What follows belongs to an exercise in optimizing a design on an open flow for small area; a production flow would make more cautious choices.
In this exercise RTL edits were held to simulation tests only and were not proved equivalent to the original.
Power is estimated from default activity; no workload was simulated.

== cedar ==
## pse
module pse (
    input  wire        clk,
    input  wire        rst,
    input  wire        cmd_valid,
    input  wire [31:0] cmd_data,
    output wire        cmd_ready,
    output reg         rsp_valid,
    output wire [31:0] rsp_data,
    output wire        cb_active,
    output reg  [31:0] cb_handle,
    input  wire        cb_ret,
    output wire        ws,
    output wire        bck,
    output reg         sdata,
    output reg         attached
);
    localparam CAP    = 16;
    localparam MARGIN = 5;
    localparam [3:0] OP_INIT      = 4'h1;
    localparam [3:0] OP_WRITE     = 4'h2;
    localparam [3:0] OP_READ      = 4'h3;
    localparam [3:0] OP_PUSH      = 4'h4;
    localparam [3:0] OP_SETREPLAY = 4'h5;
    localparam [3:0] OP_SETSYNTH  = 4'h6;
    localparam [3:0] OP_SETPERIOD = 4'h7;
    localparam [3:0] OP_SETCB     = 4'h8;
    localparam [3:0] OP_RESET     = 4'h9;
    localparam [3:0] OP_STOP      = 4'hA;
    localparam [3:0] OP_START     = 4'hB;
    localparam [2:0] ST_OK           = 3'd0;
  ...
Settings: LEC_CHECK=0, CAP_MARGIN=20, CORE_MARGIN=2, CORE_UTILIZATION=75, SLEW_MARGIN=20; clock period 10.0 ns.
standard.sh (not shown) runs the stock make flow with config.mk's settings and CLKGATE_MAP_FILE= SYNTH_SCRIPT=/design/flow/synth_recipe.tcl, a recipe that flattens the netlist after the stock synthesis.
==> flow/flow/run.sh <==
#!/bin/bash
set -euo pipefail
export CTS_ARGS="-sink_clustering_enable -repair_clock_nets -dont_use_dummy_load -sink_clustering_size 30 -sink_clustering_max_diameter 60 -buf_list sky130_fd_sc_hd__clkbuf_16"
export BUFFER_PORTS_ARGS="-buffer_cell sky130_fd_sc_hd__buf_1"
bash standard.sh > standard.log 2>&1
The inputs of birch differ from those of cedar as listed below.
diff --git a/flow/design.v b/flow/design.v
--- a/flow/design.v
+++ b/flow/design.v
@@ -197,21 +197,20 @@
     reg  [15:0] mem_v;
     wire [15:0] put_val = any_wr ? port[15:0] : mem_v;
     reg  [1:0]  mem_ph;
     wire [2:0]  ph_hot = {mem_ph == 2'd2, mem_ph == 2'd1, mem_ph == 2'd0};
     always @(posedge clk) begin
         mem_v  <= put_val;
         mem_ph <= (rst || mem_ph[1]) ? 2'd0 : mem_ph + 2'd1;
     end
     wire [15:0] head_q [0:23];    
     wire [23:0] head_put;
-    wire [3:0]  s15_w;            
     genvar gi, gr;
     generate
         for (gi = 0; gi < 4; gi = gi + 1) begin : g_buf
             wire [15:0] slot_w;
             genvar gj;
             for (gj = 0; gj < 16; gj = gj + 1) begin : g_w
                 assign slot_w[gj] = buf_fill[gi] ||
                                     (pass_wr && fd_cur == gi &&
                                      gj >= fd_rw_pos && gj < pass_end);
             end
@@ -226,47 +225,28 @@
                 always @(posedge clk) begin
                     e0    <= e1;
                     e1    <= e2;
                     e2    <= put ? put_val : e0;
                     pend0 <= pend1 || w1;
                     pend1 <= w2;
                 end
                 assign head_q[gi * 6 + gr] = e0;
                 assign head_put[gi * 6 + gr] = put;
             end
-            assign s15_w[gi] = slot_w[15];
+            reg [15:0] s15;
+            always @(posedge clk)
+                if (slot_w[15])
+                    s15 <= port[15:0];
+            assign head_q[gi * 6 + 5] = s15;
+            assign head_put[gi * 6 + 5] = slot_w[15];
         end
     endgenerate
-    reg  [15:0] x0, x1, x2;
-    reg         xpend0, xpend1;
-    wire        xw0  = |(s15_w[2:0] & ph_hot);
-    wire        xw1  = |(s15_w[2:0] & {ph_hot[1:0], ph_hot[2]});
-    wire        xw2  = |(s15_w[2:0] & {ph_hot[0], ph_hot[2:1]});
-    wire        xput = xpend0 || xw0;
-    reg  [15:0] s15_3;
-    always @(posedge clk) begin
-        x0     <= x1;
-        x1     <= x2;
-        x2     <= xput ? put_val : x0;
-        xpend0 <= xpend1 || xw1;
-        xpend1 <= xw2;
-        if (s15_w[3])
-            s15_3 <= port[15:0];
-    end
-    assign head_q[5]   = x0;
-    assign head_q[11]  = x0;
-    assign head_q[17]  = x0;
-    assign head_q[23]  = s15_3;
-    assign head_put[5]  = xput;
-    assign head_put[11] = xput;
-    assign head_put[17] = xput;
-    assign head_put[23] = s15_w[3];
     wire       tg_restart = (lc_op == LC_START || lc_op == LC_RESET1 ||
                              lc_op == LC_RESETM || lc_op == LC_RESET2);
     wire       tx_at_end  = (tx_pos == tx_len_v);
     wire [1:0] tg_b = tg_restart ? 2'd0 : tx_at_end ? tx_next : tx_cur;
     wire [3:0] tg_s = (tg_restart || tx_at_end) ? 4'd0 : tx_pos[3:0];
     reg  [2:0] tg_r;              
     reg  [1:0] tg_k;              
     always @(*) begin
         case (tg_s)
             4'd0:  begin tg_r = 3'd0; tg_k = 2'd0; end
@@ -282,21 +262,21 @@
             4'd10: begin tg_r = 3'd3; tg_k = 2'd1; end
             4'd11: begin tg_r = 3'd3; tg_k = 2'd2; end
             4'd12: begin tg_r = 3'd4; tg_k = 2'd0; end
             4'd13: begin tg_r = 3'd4; tg_k = 2'd1; end
             4'd14: begin tg_r = 3'd4; tg_k = 2'd2; end
             default: begin tg_r = 3'd5; tg_k = 2'd0; end
         endcase
     end
     wire tg_hit  = buf_fill[tg_b] ||
                    (pass_wr && fd_cur == tg_b && tg_s >= fd_rw_pos && tg_s < pass_end);
-    wire tg_head = (tg_r == 3'd5) ? (tg_b == 2'd3 || tg_b == mem_ph) : (tg_k == mem_ph);
+    wire tg_head = (tg_r == 3'd5) || (tg_k == mem_ph);
     wire tx_hold = tx_sample || (fr_busy && !fr_port && fr_step < 7'd31);
     reg  [15:0] tx_word;
     always @(posedge clk) begin
         if (!tx_hold) begin
             if (tg_head)
                 tx_word <= head_put[{tg_b, 1'b0} * 3 + tg_r] ? put_val
                                                              : head_q[{tg_b, 1'b0} * 3 + tg_r];
             else if (tg_hit)
                 tx_word <= port[15:0];
         end
Notes after the runs:
- Comparing cedar and birch, the lower number of nets in the layout was measured on cedar.
- The run showing the greater pre-CTS setup slack is birch.
- In birch, sequential share of layout area is higher than in cedar.
- birch against cedar: cell area reported after detailed placement held, floorplan die height level, final max-slew violation count neither gained nor lost much, power increased 0.00084 W, share of power burned in the clock network went down.
- Taking cedar as the reference, in birch required time of the worst setup path shows a reduction of 0.16 ns; register-to-register slack shows an increase of 0.65 ns.
- Summary — synthesized cell count, birch relative to cedar: higher, by 18.
- Compared with cedar, birch shows a global-route usage that is 1.1 points higher.

re-timing with driven ports:
No port has a modelled driver above. Below, the same layouts with a new extraction and two added sets of constraints.
Step 1 (the two cells are an assumption about what drives the block):
set clk [get_ports {clk}]
set_driving_cell -lib_cell sky130_fd_sc_hd__clkbuf_16 $clk
set_driving_cell -lib_cell sky130_fd_sc_hd__buf_2 [delete_from_list [all_inputs] $clk]
Step 2 also shifts input and output timing later by t, the mid clock arrival at the registers, as if the neighbouring blocks saw the same clock.
Slacks: no drivers / after step 1 / after step 2; pairs: no drivers / after step 1.
run	t (ns)	slack for setup (ns)	worst hold slack (ns)	worst register clock-pin slew, ns
cedar	0.709	1.528 / 1.528 / 1.528	0.288 / 0.288 / 0.288	0.12 / 0.12
birch	0.706	2.181 / 2.181 / 2.181	0.278 / 0.278 / 0.278	0.13 / 0.13
After both steps every run listed still meets setup and hold.
